Background: an optimization exercise with open tools, aiming at small area, a short achievable clock period and few clock cycles. Do not read the settings as production practice.
Function was checked by simulation only, so behaviour that the tests miss may differ from the original.

== run 1 ==
## cbs_rtb
module cbs_rtb (
    input  wire          clk,
    input  wire          rst,
    input  wire          h_valid,
    input  wire [31:0]   h_data,
    output wire          ready,
    output reg           r_valid,
    output reg  [31:0]   r_data,
    input  wire          p_valid,
    input  wire [7:0]    p_data,
    input  wire          tick,
    output wire [31:0]   period_out,
    output wire [31:0]   duty_out
);
For scale: roughly 140 I/O pins, about 110000 um2 of cells after synthesis.
==> flow/config.mk <==
export PLATFORM = sky130hd
export DESIGN_NAME = cbs_rtb
export DESIGN_NICKNAME = cbs_rtb
export VERILOG_FILES = /design/flow/design.v
export SDC_FILE = /design/flow/constraint.sdc
export NUM_CORES = 8
export LEC_CHECK = 0
export ABC_AREA = 1
export CAP_MARGIN = 10
export CORE_MARGIN = 2
export CORE_UTILIZATION = 40
export PLACE_DENSITY = 0.6
export SLEW_MARGIN = 0
export SYNTH_MEMORY_MAX_BITS = 65536
==> flow/constraint.sdc <==
create_clock -name core_clock -period 25.0 [get_ports {clk}]
set_input_delay 5.0000 -clock core_clock [delete_from_list [all_inputs] [get_ports {clk}]]
set_output_delay 5.0000 -clock core_clock [all_outputs]
set_load 0.01 [all_outputs]
standard.sh (not shown) runs the stock make flow with config.mk's settings and CLKGATE_MAP_FILE= SYNTH_SCRIPT=/design/flow/synth_recipe.tcl, a recipe that flattens the netlist after the stock synthesis.
==> flow/flow/run.sh <==
#!/bin/bash
# The standard layout (the standard.sh: standard synthesis, then ORFS to
# finish), with the port buffers that placement inserts taken as buf_2 cells
# rather than the resizer's default pick, and timing repair asked to leave
# 18.3 ns of setup slack at the design's 25 ns clock (repair_timing
# -setup_margin), so that it also shortens paths that already meet it.
set -euo pipefail
export BUFFER_PORTS_ARGS="-buffer_cell sky130_fd_sc_hd__buf_2"
export SETUP_SLACK_MARGIN=18.3
bash standard.sh > standard.log 2>&1
Testbench counts of run 1, summed over its fixed seeds: cycles 28,725.
The inputs of run 2 differ from those of run 1 as listed below.
Settings: changing SLEW_MARGIN from 0 to 20; changing CAP_MARGIN from 10 to 30.
diff --git a/flow/flow/run.sh b/flow/flow/run.sh
--- a/flow/flow/run.sh
+++ b/flow/flow/run.sh
@@ -5 +5 @@
-# 18.3 ns of setup slack at the design's 25 ns clock (repair_timing
+# 17.5 ns of setup slack at the design's 25 ns clock (repair_timing
@@ -9 +9 @@
-export SETUP_SLACK_MARGIN=18.3
+export SETUP_SLACK_MARGIN=17.5
Findings:
No stage failed in run 2, and the final checks on the layout all came back clean. Against run 1, final worst clock skew in run 2 came out better. Wire length of the first global-routing pass of run 2 falls short of that of run 1 slightly. Summary: smallest setup slack after layout, run 2 worse than run 1. Looking at last element of the critical path, the xb[9]$_DFFE_PN_ result is from run 2; the r_data[1] one comes from run 1.
### run 2 -> run 3
diff --git a/flow/flow/run.sh b/flow/flow/run.sh
--- a/flow/flow/run.sh
+++ b/flow/flow/run.sh
@@ -5 +5 @@
-# 17.5 ns of setup slack at the design's 25 ns clock (repair_timing
+# 18.6 ns of setup slack at the design's 25 ns clock (repair_timing
@@ -9 +9 @@
-export SETUP_SLACK_MARGIN=17.5
+export SETUP_SLACK_MARGIN=18.6
## What came out
- Relative to run 2, run 3 degrades wire length of the first global-routing pass.
- Going from run 2 to run 3, number of cells on the worst reg-to-reg path shrinks by about 37%.
- Required time of the worst setup path in run 3 vs run 2: up 220 ps
- Per the comparison of run 3 with run 2, routed wire length higher; global-route usage higher.
- Compared with run 2, run 3 ends up with more cell area.
- Between run 2 and run 3, area added between synthesis and finish is higher for run 3, run 2 comes in under that.
- The fraction of the core area covered by cells at the end of the flow number comes out lower for run 2 vs run 3.
- Critical path depth was higher in run 3 than in run 2.

---

cbs_rtb again, from the RTL that the note above started with.
export LEC_CHECK = 0
export ABC_AREA = 1
export CAP_MARGIN = 30
export CORE_MARGIN = 2
export CORE_UTILIZATION = 40
export PLACE_DENSITY = 0.6
export SLEW_MARGIN = 20
export SYNTH_MEMORY_MAX_BITS = 65536
create_clock -name core_clock -period 25.0 [get_ports {clk}]
==> flow/flow/run.sh <==
#!/bin/bash
# The standard layout (the standard.sh: standard synthesis, then ORFS to
# finish), with the port buffers that placement inserts taken as buf_2 cells
# rather than the resizer's default pick, and timing repair asked to leave
# 18.3 ns of setup slack at the design's 25 ns clock (repair_timing
# -setup_margin), so that it also shortens paths that already meet it.
set -euo pipefail
export BUFFER_PORTS_ARGS="-buffer_cell sky130_fd_sc_hd__buf_2"
export SETUP_SLACK_MARGIN=18.3
bash standard.sh > standard.log 2>&1
Testbench counts at the start, summed over its fixed seeds: cycles 28,725.
Next try:
==> flow/flow/run.sh (replaced) <==
#!/bin/bash
# The standard layout (the standard.sh: standard synthesis, then ORFS to
# finish), with the port buffers that placement inserts taken as buf_2 cells
# rather than the resizer's default pick.
set -euo pipefail
export BUFFER_PORTS_ARGS="-buffer_cell sky130_fd_sc_hd__buf_2"
bash standard.sh > standard.log 2>&1
Effect:
- The changed run passed the timing, design-rule and antenna checks
- cell area is lower by 2.8%
- first-iteration DRC count is lower by about 6%
- core utilization is lower by 1.3 points
- area after synthesis stays the same
- worst setup slack loses 1.8 ns
- die area stays the same
- via count is lower by about 1.6%
- routed wire length is lower by about 3%
- worst hold slack barely changes
- synthesized cell count does not change
Next try:
--- a/flow/flow/run.sh
+++ b/flow/flow/run.sh
@@ -4 +4,3 @@
-# rather than the resizer's default pick.
+# rather than the resizer's default pick, and timing repair asked to leave
+# 18.3 ns of setup slack at the design's 25 ns clock (repair_timing
+# -setup_margin), so that it also shortens paths that already meet it.
@@ -6,0 +9 @@
+export SETUP_SLACK_MARGIN=18.3
Settings changed: CAP_MARGIN 30 to 20, SLEW_MARGIN 20 to 10.
What happened: The changed run passed the timing, design-rule and antenna checks. Maximum frequency climbs by a quarter to a third. Cell area increases by a few percent. Clock-buffer cell count is unchanged.
Next try:
--- a/flow/flow/run.sh
+++ b/flow/flow/run.sh
@@ -5 +5 @@
-# 18.3 ns of setup slack at the design's 25 ns clock (repair_timing
+# 19.8 ns of setup slack at the design's 25 ns clock (repair_timing
@@ -9 +9 @@
-export SETUP_SLACK_MARGIN=18.3
+export SETUP_SLACK_MARGIN=19.8
Settings changed: CAP_MARGIN 20 to 30, SLEW_MARGIN 10 to 20.
=>
- first-iteration DRC count grows by roughly a tenth
- synthesized cell count does not change
- hold slack is better by 0.0036 ns
- global-route usage grows by 3.9 points
- cell count grows by a few percent
- design area grows by about a fifth
Next try:
--- a/flow/flow/run.sh
+++ b/flow/flow/run.sh
@@ -5 +5 @@
-# 19.8 ns of setup slack at the design's 25 ns clock (repair_timing
+# 18.45 ns of setup slack at the design's 25 ns clock (repair_timing
@@ -9 +9 @@
-export SETUP_SLACK_MARGIN=19.8
+export SETUP_SLACK_MARGIN=18.45
Settings changed: CAP_MARGIN 30 to 20, SLEW_MARGIN 20 to 10.
Outcome:
- The new run went through all stages and came out clean
- routed wire length shrinks by 9.4%
- via count came out lower by 6.4%
- cell area goes down by 13%
- cell count drops by 4.3%
- synthesized cell count is unchanged
Next try:
--- a/flow/flow/run.sh
+++ b/flow/flow/run.sh
@@ -5 +5 @@
-# 18.45 ns of setup slack at the design's 25 ns clock (repair_timing
+# 18.3 ns of setup slack at the design's 25 ns clock (repair_timing
@@ -9 +9 @@
-export SETUP_SLACK_MARGIN=18.45
+export SETUP_SLACK_MARGIN=18.3
Settings changed: SLEW_MARGIN 10 to 20.
Result: The new run produced a clean layout. Worst setup slack got worse by 0.20 ns. Count of clock-buffer cells in the layout went up by 4. Cell count falls by about 0.8%. Worst hold slack hardly moves.

-- port drivers added, routing unchanged --
Ports are ideal in the flow. The routed layouts listed here were re-timed in OpenROAD. Step 1 sets driving cells, clkbuf_16 on the clock port and buf_2 on the other inputs (assumed; they add their load-dependent delay and slew). Step 2 moves the port delays by t, midway between the first and last clock arrival at a register: inputs arrive t later, outputs are due t later. That takes back most of the time a late clock gives input paths. a / b / c = no drivers / after step 1 / after step 2; a / b = the first two.
| run | shift t [ns] | setup WS [ns] | clock arrival spread, ns | worst register clock-pin slew, ns | worst data-port slew with drivers (ns) |
|---|---|---|---|---|---|
| run 1 | 0.956 | 18.315 / 18.216 / 17.408 | 0.089 / 0.089 | 0.08 / 0.08 | 0.18 |
| run 2 | 0.950 | 17.643 / 17.655 / 16.706 | 0.068 / 0.067 | 0.07 / 0.07 | 0.18 |
| run 3 | 0.939 | 18.450 / 18.366 / 17.538 | 0.089 / 0.089 | 0.08 / 0.08 | 0.16 |
| the first run of note 2 | 0.954 | 18.307 / 18.217 / 17.394 | 0.084 / 0.084 | 0.08 / 0.08 | 0.21 |
| the second run of note 2 | 0.960 | 16.557 / 16.557 / 15.982 | 0.073 / 0.074 | 0.08 / 0.08 | 0.17 |
| the third run of note 2 | 0.957 | 18.297 / 18.218 / 17.367 | 0.070 / 0.070 | 0.08 / 0.08 | 0.19 |
| the fourth run of note 2 | 0.965 | 18.506 / 18.404 / 17.556 | 0.084 / 0.084 | 0.08 / 0.08 | 0.29 |
| the fifth run of note 2 | 0.959 | 18.452 / 18.350 / 17.480 | 0.073 / 0.073 | 0.07 / 0.07 | 0.16 |
| the sixth run of note 2 | 0.936 | 18.253 / 18.155 / 17.446 | 0.073 / 0.073 | 0.07 / 0.07 | 0.21 |
After both steps every run listed still meets setup and hold. For the fifth run of note 2, which loses most, drivers alone change the setup slack by -0.102 ns; drivers and shift together by -0.972 ns.
